What follows belongs to an exercise in optimizing a design on an open flow for small area, a short achievable clock period and few clock cycles; a production flow would make more cautious choices.
Where RTL was checked, it was by simulation tests only, not by an equivalence proof against the original.
No activity file was given, so power comes from the tool's default toggle rates.

Setup of exp/yarrow:
// updi_host
module updi_host (
    input  wire        clk,
    input  wire        rst,
    input  wire        cfg_a24,
    input  wire        req_valid,
    output wire        req_ready,
    input  wire [4:0]  req_op,
    input  wire        req_wide,
    input  wire [23:0] req_addr,
    input  wire [15:0] req_data,
    input  wire [16:0] req_len,
    output wire        rsp_valid,
    output wire [2:0]  rsp_kind,
    output wire [2:0]  rsp_stage,
    output wire [2:0]  rsp_cause,
    output wire [15:0] rsp_data,
    output wire [1:0]  life,
    output wire [1:0]  session,
    output wire        desync,
    input  wire        wd_valid,
    output wire        wd_ready,
    input  wire [7:0]  wd_data,
    output wire        rd_valid,
    output wire [7:0]  rd_data,
    output wire        ctl_valid,
    output wire [2:0]  ctl_cmd,
    input  wire        ctl_ready,
    input  wire        ctl_fail,
    output wire        tx_valid,
    output wire [7:0]  tx_data,
    input  wire        tx_ready,
    input  wire        rx_valid,
    input  wire        rx_err,
    input  wire [7:0]  rx_data,
    output wire        rx_ready
);
    localparam [4:0] OP_OPEN   = 5'd0,  OP_CLOSE  = 5'd1,  OP_DBRK   = 5'd2,
                     OP_ISP    = 5'd3,  OP_CDL    = 5'd4,  OP_INIT   = 5'd5,
                     OP_LDCS   = 5'd6,  OP_STCS   = 5'd7,  OP_LOAD   = 5'd8,
                     OP_STORE  = 5'd9,  OP_SETPTR = 5'd10, OP_LDINC  = 5'd11,
                     OP_STINC  = 5'd12, OP_REPEAT = 5'd13, OP_BULK   = 5'd14,
                     OP_KEY    = 5'd15, OP_SIB    = 5'd16;
    localparam [1:0] L_CLOSED = 2'd0, L_OPENED = 2'd1, L_SYNC = 2'd2;
    localparam [1:0] S_UNSYNC = 2'd0, S_SPS = 2'd1, S_VERIFIED = 2'd2;
  ...
export LEC_CHECK = 0
export ABC_AREA = 1
export CAP_MARGIN = 20
export CORE_MARGIN = 2
export CORE_UTILIZATION = 40
export CTS_CLUSTER_DIAMETER = 100
export CTS_CLUSTER_SIZE = 25
export SETUP_SLACK_MARGIN = 4.0
export SLEW_MARGIN = 20
create_clock -name core_clock -period 8.0 [get_ports {clk}]
standard.sh (not shown) runs the stock make flow with config.mk's settings and CLKGATE_MAP_FILE= SYNTH_SCRIPT=/design/flow/synth_recipe.tcl, a recipe that flattens the netlist after the stock synthesis.
==> flow/flow/run.sh <==
#!/bin/bash
set -o pipefail
export BUFFER_PORTS_ARGS="-buffer_cell sky130_fd_sc_hd__buf_1"
bash standard.sh > standard.log 2>&1
Testbench counts of exp/yarrow, summed over its fixed seeds: cycles 23,533.
Input changes introduced in exp/lagoon (baseline for comparison: exp/yarrow):
# exp/yarrow
export LEC_CHECK = 0
export ABC_AREA = 1
export CAP_MARGIN = 20
export CORE_MARGIN = 2
export CORE_UTILIZATION = 40
export CTS_CLUSTER_DIAMETER = 100
export CTS_CLUSTER_SIZE = 25
export SETUP_SLACK_MARGIN = 4.0
export SLEW_MARGIN = 20
create_clock -name core_clock -period 8.0 [get_ports {clk}]
# exp/lagoon
export LEC_CHECK = 0
export ABC_AREA = 1
export CAP_MARGIN = 20
export CORE_MARGIN = 2
export CORE_UTILIZATION = 40
export CTS_CLUSTER_DIAMETER = 100
export CTS_CLUSTER_SIZE = 25
export SETUP_SLACK_MARGIN = 4.6
export SLEW_MARGIN = 20
create_clock -name core_clock -period 8.0 [get_ports {clk}]
## What came out
- Of exp/yarrow and exp/lagoon, the lower final worst hold slack belongs to exp/lagoon.
- Taking exp/yarrow as the reference, in exp/lagoon detailed router's first-iteration violation count went up by 3.8%, average cell area after synthesis has remained practically unchanged, minimum clock period shows a reduction of 0.19 ns, total half-perimeter wirelength after legalization and detailed placement picked up an extra 1.2 mm.
- Compared with exp/yarrow, exp/lagoon is hungrier on power.
- The register-to-register slack of exp/lagoon was superior to that of exp/yarrow.
- exp/lagoon against exp/yarrow: fraction of the cycle the final worst path needs fell by 2.3 points, number of filler instances in the final layout fell by 93, power of the combinational group rose by about 6%.
Relative to exp/lagoon, the following input files were edited for exp/fjord:
# exp/lagoon
export LEC_CHECK = 0
export ABC_AREA = 1
export CAP_MARGIN = 20
export CORE_MARGIN = 2
export CORE_UTILIZATION = 40
export CTS_CLUSTER_DIAMETER = 100
export CTS_CLUSTER_SIZE = 25
export SETUP_SLACK_MARGIN = 4.6
export SLEW_MARGIN = 20
create_clock -name core_clock -period 8.0 [get_ports {clk}]
# exp/fjord
export LEC_CHECK = 0
export ABC_AREA = 1
export CAP_MARGIN = 20
export CORE_MARGIN = 2
export CORE_UTILIZATION = 40
export CTS_CLUSTER_DIAMETER = 100
export CTS_CLUSTER_SIZE = 25
export SETUP_SLACK_MARGIN = 4.3
export SLEW_MARGIN = 20
create_clock -name core_clock -period 8.0 [get_ports {clk}]
- exp/fjord was carried through to the last stage, and its layout satisfied the timing, design-rule and antenna checks.
- Reported for exp/lagoon and exp/fjord, area after synthesis turned out identical to the last digit.
- Overall fraction of global-route tracks in use in exp/fjord vs exp/lagoon: down 0.58 points
- Summary: clock skew, exp/fjord worse than exp/lagoon
- ~same number of multi-input combinational cells in the layout in exp/lagoon and exp/fjord
- Between exp/lagoon and exp/fjord, the final worst slack figures differ only marginally.
- Die area across exp/lagoon and exp/fjord: no real change.

* * *

updi_host, a different RTL version from the one above (not shown whole).
Size in the first run: about 370 flip-flops, about 150 I/O pins, about 16000 µm² of cells after synthesis.
clock: 8.0 ns
lec_check: 0
abc_area: 1
cap_margin: 20
core_margin: 2
core_utilization: 40
cts_cluster_diameter: 100
cts_cluster_size: 25
setup_slack_margin: 4.5
slew_margin: 20
Scripts as last shown in full above: flow/flow/run.sh
Change:
Settings changed: SETUP_SLACK_MARGIN 4.5 to 4.3.
What happened: Wire length went down by 4.7%. First-iteration DRC count goes down by about 6%. Clock-buffer cell count does not change. Hold slack gets worse by 0.023 ns. Global-route usage is lower by 0.75 points. Final cell count shrinks by about 0.6%. Combinational power hardly moves. Cell area goes down by about 3%. Synthesized area stays the same. Total power went down by about 1.2%.
No functional check of the RTL was part of any run of this note.

* * *

Another version of the RTL of updi_host (not shown whole).
Size in the first run: ~370 flip-flops, roughly 150 I/O pins, roughly 16,000 sq um of cells after synthesis.
clock: 8.0 ns
lec_check: 0
abc_area: 1
cap_margin: 20
core_margin: 2
core_utilization: 40
cts_cluster_diameter: 100
cts_cluster_size: 25
setup_slack_margin: 3.5
slew_margin: 20
Scripts as last shown in full above: flow/flow/run.sh
Testbench counts at the start, summed over its fixed seeds: cycles 22,269.
Change:
--- a/flow/config.mk
+++ b/flow/config.mk
@@ -13,3 +13,3 @@
 export CTS_CLUSTER_SIZE = 25
-export SETUP_SLACK_MARGIN = 3.5
+export SETUP_SLACK_MARGIN = 3.0
 export SLEW_MARGIN = 20
The changed run finished clean.
Utilization drops by 1.4 points.
Die area stays the same.
Critical path depth climbs by 3.

* * *

Q:
updi_host, a different RTL version from the one above (not shown whole).
Size: roughly 2,000 cells after synthesis, roughly 370 flip-flops, roughly 16,000 um2 of cells after synthesis.
## updi_host
module updi_host (
    input  wire        clk,
    input  wire        rst,
    input  wire        cfg_a24,
    input  wire        req_valid,
    output wire        req_ready,
    input  wire [4:0]  req_op,
    input  wire        req_wide,
    input  wire [23:0] req_addr,
    input  wire [15:0] req_data,
    input  wire [16:0] req_len,
    output wire        rsp_valid,
    output wire [2:0]  rsp_kind,
    output wire [2:0]  rsp_stage,
    output wire [2:0]  rsp_cause,
    output wire [15:0] rsp_data,
    output wire [1:0]  life,
    output wire [1:0]  session,
    output wire        desync,
    input  wire        wd_valid,
    output wire        wd_ready,
    input  wire [7:0]  wd_data,
    output wire        rd_valid,
    output wire [7:0]  rd_data,
    output wire        ctl_valid,
    output wire [2:0]  ctl_cmd,
    input  wire        ctl_ready,
    input  wire        ctl_fail,
    output wire        tx_valid,
    output wire [7:0]  tx_data,
    input  wire        tx_ready,
    input  wire        rx_valid,
    input  wire        rx_err,
    input  wire [7:0]  rx_data,
    output wire        rx_ready
);
Settings: LEC_CHECK=0, ABC_AREA=1, CAP_MARGIN=20, CORE_MARGIN=2, CORE_UTILIZATION=60, CTS_CLUSTER_DIAMETER=100, CTS_CLUSTER_SIZE=25, SETUP_SLACK_MARGIN=4.3, SLEW_MARGIN=20; clock period 8.0 ns.
Scripts as last shown in full above: flow/flow/run.sh
Q ended with every stage complete and zero timing, DRC or antenna violations.
Testbench counts of Q, summed over its fixed seeds: cycles 23,533.
For S, these inputs were changed with respect to Q:
diff --git a/flow/config.mk b/flow/config.mk
--- a/flow/config.mk
+++ b/flow/config.mk
@@ -11 +11 @@
-export CORE_UTILIZATION = 60
+export CORE_UTILIZATION = 40
@@ -14 +14 @@
-export SETUP_SLACK_MARGIN = 4.3
+export SETUP_SLACK_MARGIN = 4.15
### Flow results
No stage failed in S, and the final checks on the layout all came back clean. Q went all the way through synthesis, placement and routing and the layout is clean on timing, DRC and antenna. Looking at filler-free cell count of the finished design, S sits 182 above Q. Going from Q to S, clock share of power grows by 1.4 points. S and Q ended up with roughly the same cell area after layout.

* * *

north:
updi_host, a different RTL version from the one above (not shown whole).
Size: about 2200 cells after synthesis, roughly 390 flip-flops, about 150 I/O pins, roughly 17000 um2 of cells after synthesis.
Settings: LEC_CHECK=0, ABC_AREA=1, CAP_MARGIN=20, CORE_MARGIN=2, CORE_UTILIZATION=40, SETUP_SLACK_MARGIN=3.5, SLEW_MARGIN=20; clock period 8.0 ns.
run.sh (not shown) runs the stock make flow with config.mk's settings and CLKGATE_MAP_FILE= SYNTH_SCRIPT=/design/flow/synth_recipe.tcl, a recipe that flattens the netlist after the stock synthesis.
Stock flow here: none of the scripts above is used.
### north -> south
- clearing ABC_AREA, which used to be 1
- putting ABC_CLOCK_PERIOD_IN_PS at 4000 where nothing was set
Findings:
south against north: wire length per cell higher; area after detailed placement higher; combinational cell fraction of total power lower; worst setup slack lower; placement-stage worst setup slack lower.
Sort north and south by design area asc -> top: north
No functional check of the RTL was part of any run of this note.

* * *

juniper:
RTL: one of the versions met above, not the one the previous note started from.
Size in the first run: about 370 flip-flops, roughly 150 I/O pins, ~16000 um^2 of cells after synthesis.
export LEC_CHECK = 0
export ABC_AREA = 1
export CAP_MARGIN = 20
export CORE_MARGIN = 2
export CORE_UTILIZATION = 50
export CTS_CLUSTER_DIAMETER = 100
export CTS_CLUSTER_SIZE = 25
export SETUP_SLACK_MARGIN = 4.15
export SLEW_MARGIN = 20
create_clock -name core_clock -period 8.0 [get_ports {clk}]
standard.sh (not shown) runs the stock make flow with config.mk's settings and CLKGATE_MAP_FILE= SYNTH_SCRIPT=/design/flow/synth_recipe.tcl, a recipe that flattens the netlist after the stock synthesis.
Scripts as last shown in full above: flow/flow/run.sh
juniper was carried through to the last stage, and its layout satisfied the timing, design-rule and antenna checks.
Testbench counts of juniper, summed over its fixed seeds: cycles 23,533.
Here is what was changed in the inputs of ember compared with juniper.
Settings: SETUP_SLACK_MARGIN now 4.3, was 4.15.
[summary]
Status | ember and juniper | clean
In terms of post-route worst hold slack, juniper and ember differ only marginally.
Compared with juniper, ember shows a higher final cell count without fillers.
Number of stages on the worst setup path: ember vs juniper identical
For switching share of power, juniper and ember come out practically identical.
The time the final worst path needs with I/O delays and setup of ember falls short of that of juniper by 0.14 ns.
On routed wirelength normalized by instance count, ember and juniper are basically level.
On fmax: between ember and juniper, it ends up lower for juniper.
Re ratio of cells with drive above 1 in the final layout: juniper was lower than ember.
In ember, the number of fillers in the final layout came out 0.97% below the value in juniper.
The non-clock buffer count in ember sits 8.6% above the value recorded for juniper.
For wire length reported by the detailed router, juniper and ember come out practically identical.
Input changes introduced in garnet (baseline for comparison: ember):
Settings: CORE_UTILIZATION now 40, was 50.
==> comparison <==
Critical path depth: ember vs garnet identical
Fmax delta for garnet relative to ember: about 1.1% lower
Delta (garnet minus ember): placed cell area +about 0.8%, routed wire length increased 1400 um.
Min global-route usage across garnet and ember: garnet
First-pass GRT wire length is higher on garnet
Per the comparison of garnet with ember, actual transition at the worst max-transition pin higher, post-DP HPWL now larger, initial standard-cell utilization of the core lost 10 points, sequential share of layout area fell by 0.31 points.

## separate check: timing with driven ports
No port has a modelled driver above. Below, the same layouts with a new extraction and two added sets of constraints.
Step 1: set_driving_cell puts a clkbuf_16 on clk and a buf_2 on each other input, an assumption about the parent block.
Step 2 adds t to the input delays and takes it off the output delays; t is the mean of the earliest and latest rising clock arrival at the registers after step 1. Input paths then give back, and output paths get back, about the clock's delay inside the block.
Three values: ideal ports, drivers, drivers and shift; two values: the first two.
run | shift t [ns] | slack for setup (ns) | worst slew at a driven data input, ns | cell pins on the clock port's net
exp/yarrow | 0.609 | 4.067 / 4.044 / 3.585 | 0.08 | 1
exp/lagoon | 0.613 | 4.254 / 4.188 / 3.791 | 0.09 | 1
exp/fjord | 0.623 | 4.251 / 4.183 / 3.684 | 0.09 | 1
the first run of note 2 | 0.597 | 4.158 / 4.113 / 3.901 | 0.06 | 1
the second run of note 2 | 0.599 | 4.159 / 4.111 / 3.773 | 0.06 | 1
the first run of note 3 | 0.601 | 3.502 / 3.447 / 3.521 | 0.05 | 1
the second run of note 3 | 0.596 | 3.201 / 3.147 / 3.185 | 0.05 | 1
Q | 0.571 | 4.204 / 4.164 / 3.994 | 0.07 | 1
S | 0.599 | 4.113 / 4.092 / 3.644 | 0.06 | 1
north | 0.635 | 3.516 / 3.491 / 3.056 | 0.05 | 1
south | 0.629 | 3.481 / 3.442 / 2.915 | 0.06 | 1
juniper | 0.568 | 4.043 / 4.003 / 3.803 | 0.04 | 1
ember | 0.568 | 4.184 / 4.144 / 3.876 | 0.08 | 1
garnet | 0.600 | 4.143 / 4.100 / 3.916 | 0.06 | 1
After both steps every run listed still meets setup and hold. For exp/fjord, which loses most, drivers alone change the setup slack by -0.068 ns; drivers and shift together by -0.567 ns.
